Background: an optimization exercise with open tools, aiming at small area. Do not read the settings as production practice. At most, simulation tests tie the RTL to the original design; equivalence was not proved. Power and IR drop assume default switching activity.

==> flow/design.v (excerpt) <==
module ring_buffer_ctrl (
    input  wire                         clk,
    input  wire                         rst,         
    input  wire                         cmd_valid,
    input  wire [3:0]                   cmd_op,
    input  wire [7:0]                   cmd_data,
    input  wire [7:0]                   cmd_count,   
    output wire                         rsp_valid,
    output reg  [2:0]                   rsp_status,
    output wire [7:0]                   rsp_data,
    output reg  [6:0]                   rsp_value,   
    output wire [511:0]                 rsp_seq,     
    output wire [7:0]                   rsp_len
);
Size in the first run: roughly 2400 cells after synthesis, roughly 520 flip-flops, about 560 I/O pins, ~0.023 mm2 of cells after synthesis.
==> module ring_buffer_ctrl, before the edit <==
module ring_buffer_ctrl (
    input  wire                         clk,
    input  wire                         rst,         
    input  wire                         cmd_valid,
    input  wire [3:0]                   cmd_op,
    input  wire [7:0]                   cmd_data,
    input  wire [7:0]                   cmd_count,   
    output wire                         rsp_valid,
    output reg  [2:0]                   rsp_status,
    output wire [7:0]                   rsp_data,
    output reg  [6:0]                   rsp_value,   
    output wire [511:0]                 rsp_seq,     
    output wire [7:0]                   rsp_len
);
    localparam CAPACITY = 64;
    localparam OP_RESET    = 4'h1;
    localparam OP_PUT      = 4'h2;
    localparam OP_TRY_PUT  = 4'h3;
    localparam OP_GET      = 4'h4;
    localparam OP_PEEK     = 4'h5;
    localparam OP_EMPTY    = 4'h8;
    localparam OP_FULL     = 4'h9;
    localparam OP_SIZE     = 4'hA;
    localparam OP_CAPACITY = 4'hB;
    localparam ST_OK                = 3'd0;
    localparam ST_BUFFER_FULL       = 3'd1;
    localparam ST_BUFFER_EMPTY      = 3'd2;
    localparam ST_INSUFFICIENT_DATA = 3'd3;
    localparam ST_ILLEGAL_CMD       = 3'd4;
    reg [511:0] slots;           
    reg [6:0]   size;            
    wire full     = size[6];
    wire is_empty = (size == 7'd0);
    wire cmd = cmd_valid && !rst;
    wire do_reset = cmd && (cmd_op == OP_RESET);
    wire do_put   = cmd && (cmd_op == OP_PUT);
    wire do_try   = cmd && (cmd_op == OP_TRY_PUT) && !full;
    wire do_get   = cmd && (cmd_op == OP_GET) && !is_empty;
    wire do_write = do_put || do_try;
    wire shift  = do_get || (do_put && full);
    wire append = do_write;
    wire inc = do_write && !full;
    wire dec = do_get;
    wire [6:0] all1, all0;
    assign all1[0] = 1'b1;
    assign all0[0] = 1'b1;
    genvar b;
    generate
        for (b = 1; b < 7; b = b + 1) begin : g_cnt
            assign all1[b] = all1[b-1] & size[b-1];
            assign all0[b] = all0[b-1] & ~size[b-1];
        end
    endgenerate
    wire [6:0] flip = ({7{inc}} & all1) | ({7{dec}} & all0);
    always @(posedge clk) begin
        if (rst || do_reset)
            size <= 7'd0;
        else
            size <= size ^ flip;
    end
    wire clr  = rst || do_reset;
    wire hold = !shift && !clr;
    wire [7:0] top = cmd_op[2] ? 8'd0 : cmd_data;    
    wire [519:0] shifted = {top, slots};
    wire [7:0] gt;
    assign gt[0] = cmd_count[0] & ~size[0];
    generate
        for (b = 1; b < 7; b = b + 1) begin : g_cmp
            assign gt[b] = (cmd_count[b] & ~size[b]) | (~(cmd_count[b] ^ size[b]) & gt[b-1]);
        end
    endgenerate
    wire peek_fail = cmd_count[7] | gt[6];
    wire [7:0] wr_lo, wr_hi;
    genvar r;
    generate
        for (r = 0; r < 8; r = r + 1) begin : g_pre
            assign wr_lo[r] = inc && (size[2:0] == r);
            assign wr_hi[r] = (size[5:3] == r);
        end
    endgenerate
    genvar j;
    generate
        for (j = 0; j < CAPACITY; j = j + 1) begin : g_slot
            wire wr   = wr_lo[j % 8] && wr_hi[j / 8];
            wire [7:0] nxt;
            slot_next u_next (
                .hold(hold), .shift(shift), .wr(wr),
                .q(slots[8*j +: 8]), .up(shifted[8*(j+1) +: 8]), .data(cmd_data),
                .nxt(nxt)
            );
            always @(posedge clk)
                slots[8*j +: 8] <= nxt;
        end
    endgenerate
    assign rsp_valid = cmd;
    always @(*) begin
        case (cmd_op)
            OP_RESET:    rsp_status = ST_OK;
            OP_PUT:      rsp_status = ST_OK;
            OP_TRY_PUT:  rsp_status = full ? ST_BUFFER_FULL : ST_OK;
            OP_GET:      rsp_status = is_empty ? ST_BUFFER_EMPTY : ST_OK;
            OP_PEEK:     rsp_status = peek_fail ? ST_INSUFFICIENT_DATA : ST_OK;
            OP_EMPTY:    rsp_status = ST_OK;
            OP_FULL:     rsp_status = ST_OK;
            OP_SIZE:     rsp_status = ST_OK;
            OP_CAPACITY: rsp_status = ST_OK;
            default:     rsp_status = ST_ILLEGAL_CMD;
        endcase
    end
    always @(*) begin
        case (cmd_op[1:0])
            2'd0:    rsp_value = {6'd0, is_empty};
            2'd1:    rsp_value = {6'd0, full};
            2'd2:    rsp_value = size;
            default: rsp_value = CAPACITY;
        endcase
    end
    assign rsp_data = slots[7:0];
    assign rsp_len  = cmd_count;
    assign rsp_seq  = slots;
endmodule
==> flow/config.mk <==
export PLATFORM = sky130hd
export DESIGN_NAME = ring_buffer_ctrl
export DESIGN_NICKNAME = ring_buffer_ctrl
export VERILOG_FILES = /design/flow/design.v
export SDC_FILE = /design/flow/constraint.sdc
export NUM_CORES = 4
export LEC_CHECK = 0
export CAP_MARGIN = 0
export CORE_MARGIN = 2
export CORE_UTILIZATION = 40
export SLEW_MARGIN = 0
export SYNTH_HIERARCHICAL = 1
export SYNTH_MINIMUM_KEEP_SIZE = 0
==> flow/constraint.sdc <==
create_clock -name core_clock -period 8.0 [get_ports {clk}]
set_input_delay 1.6000 -clock core_clock [delete_from_list [all_inputs] [get_ports {clk}]]
set_output_delay 1.6000 -clock core_clock [all_outputs]
set_load 0.01 [all_outputs]
standard.sh (not shown) runs the stock make flow with config.mk's settings and CLKGATE_MAP_FILE= SYNTH_SCRIPT=/design/flow/synth_recipe.tcl, a recipe that flattens the netlist after the stock synthesis.
==> flow/flow/run.sh <==
#!/bin/bash
# Standard ORFS layout with two changes:
#  - the ports are buffered with sky130_fd_sc_hd__buf_1;
#  - clock tree synthesis clusters more sinks per leaf buffer and inserts
#    no dummy loads.
set -euo pipefail
CTS="-sink_clustering_enable -repair_clock_nets -dont_use_dummy_load"
CTS="$CTS -sink_clustering_size 30 -sink_clustering_max_diameter 100"
CTS="$CTS -buf_list sky130_fd_sc_hd__clkbuf_16"
bash standard.sh \
    "BUFFER_PORTS_ARGS=-buffer_cell sky130_fd_sc_hd__buf_1" \
    "CTS_ARGS=$CTS" \
    finish > make_finish.log 2>&1
The first run completed without violations.
Rerun with:
--- a/flow/design.v
+++ b/flow/design.v
@@ -38,51 +38,24 @@
     wire do_get   = cmd && (cmd_op == OP_GET) && !is_empty;
     wire do_write = do_put || do_try;
     wire shift  = do_get || (do_put && full);
     wire append = do_write;
-    wire inc = do_write && !full;
-    wire dec = do_get;
-    wire [6:0] all1, all0;
-    assign all1[0] = 1'b1;
-    assign all0[0] = 1'b1;
-    genvar b;
-    generate
-        for (b = 1; b < 7; b = b + 1) begin : g_cnt
-            assign all1[b] = all1[b-1] & size[b-1];
-            assign all0[b] = all0[b-1] & ~size[b-1];
-        end
-    endgenerate
-    wire [6:0] flip = ({7{inc}} & all1) | ({7{dec}} & all0);
     always @(posedge clk) begin
         if (rst || do_reset)
             size <= 7'd0;
-        else
-            size <= size ^ flip;
+        else if (do_write && !full)
+            size <= size + 7'd1;
+        else if (do_get)
+            size <= size - 7'd1;
     end
     wire clr  = rst || do_reset;
     wire hold = !shift && !clr;
     wire [7:0] top = cmd_op[2] ? 8'd0 : cmd_data;    
     wire [519:0] shifted = {top, slots};
-    wire [7:0] gt;
-    assign gt[0] = cmd_count[0] & ~size[0];
-    generate
-        for (b = 1; b < 7; b = b + 1) begin : g_cmp
-            assign gt[b] = (cmd_count[b] & ~size[b]) | (~(cmd_count[b] ^ size[b]) & gt[b-1]);
-        end
-    endgenerate
-    wire peek_fail = cmd_count[7] | gt[6];
-    wire [7:0] wr_lo, wr_hi;
-    genvar r;
-    generate
-        for (r = 0; r < 8; r = r + 1) begin : g_pre
-            assign wr_lo[r] = inc && (size[2:0] == r);
-            assign wr_hi[r] = (size[5:3] == r);
-        end
-    endgenerate
     genvar j;
     generate
         for (j = 0; j < CAPACITY; j = j + 1) begin : g_slot
-            wire wr   = wr_lo[j % 8] && wr_hi[j / 8];
+            wire wr   = append && !full && (size[5:0] == j);
             wire [7:0] nxt;
             slot_next u_next (
                 .hold(hold), .shift(shift), .wr(wr),
                 .q(slots[8*j +: 8]), .up(shifted[8*(j+1) +: 8]), .data(cmd_data),
@@ -98,22 +71,23 @@
             OP_RESET:    rsp_status = ST_OK;
             OP_PUT:      rsp_status = ST_OK;
             OP_TRY_PUT:  rsp_status = full ? ST_BUFFER_FULL : ST_OK;
             OP_GET:      rsp_status = is_empty ? ST_BUFFER_EMPTY : ST_OK;
-            OP_PEEK:     rsp_status = peek_fail ? ST_INSUFFICIENT_DATA : ST_OK;
+            OP_PEEK:     rsp_status = ({1'b0, size} < cmd_count) ? ST_INSUFFICIENT_DATA : ST_OK;
             OP_EMPTY:    rsp_status = ST_OK;
             OP_FULL:     rsp_status = ST_OK;
             OP_SIZE:     rsp_status = ST_OK;
             OP_CAPACITY: rsp_status = ST_OK;
             default:     rsp_status = ST_ILLEGAL_CMD;
         endcase
     end
     always @(*) begin
-        case (cmd_op[1:0])
-            2'd0:    rsp_value = {6'd0, is_empty};
-            2'd1:    rsp_value = {6'd0, full};
-            2'd2:    rsp_value = size;
-            default: rsp_value = CAPACITY;
+        case (cmd_op)
+            OP_EMPTY:    rsp_value = {6'd0, is_empty};
+            OP_FULL:     rsp_value = {6'd0, full};
+            OP_SIZE:     rsp_value = size;
+            OP_CAPACITY: rsp_value = CAPACITY;
+            default:     rsp_value = 7'd0;
         endcase
     end
     assign rsp_data = slots[7:0];
     assign rsp_len  = cmd_count;
Result: The new run ran to the end with no violations. Die area stays flat. Clock power falls by about 3%. Hold slack gets worse by 16 ps. Via count drops by 0.79%. Utilization barely changes. Non-clock buffer count shrinks by 4. Fmax rose by 2.8%. Combinational power came out higher by about 10%. Setup slack gets better by 130 ps. Synthesized area barely changes.
For the first run of this note, only the layout was checked, not whether the RTL still works.

## port drivers added, routing unchanged
No port has a modelled driver above. Below, the same layouts with a new extraction and two added sets of constraints. Step 1 assumes that a clkbuf_16 drives the clock port and a buf_2 every other input. Step 2 moves the port delays by t, midway between the first and last clock arrival at a register: inputs arrive t later, outputs are due t later. That takes back most of the time a late clock gives input paths. Three values: no drivers, after step 1, after step 2; two values: the first two.
| run | t, ns | setup WS [ns] | worst hold slack (ns) | latest minus earliest clock arrival (ns) | cell pins on the clock port's net |
|---|---|---|---|---|---|
| the first run | 0.615 | 3.025 / 2.943 / 2.662 | 0.483 / 0.483 / 0.483 | 0.072 / 0.072 | 1 |
| the second run | 0.629 | 3.159 / 3.117 / 2.674 | 0.467 / 0.467 / 0.467 | 0.051 / 0.051 | 1 |
After both steps every run listed still meets setup and hold. The setup slack of the second run, which loses most, moves by -0.042 ns with the drivers and by -0.485 ns with both steps.
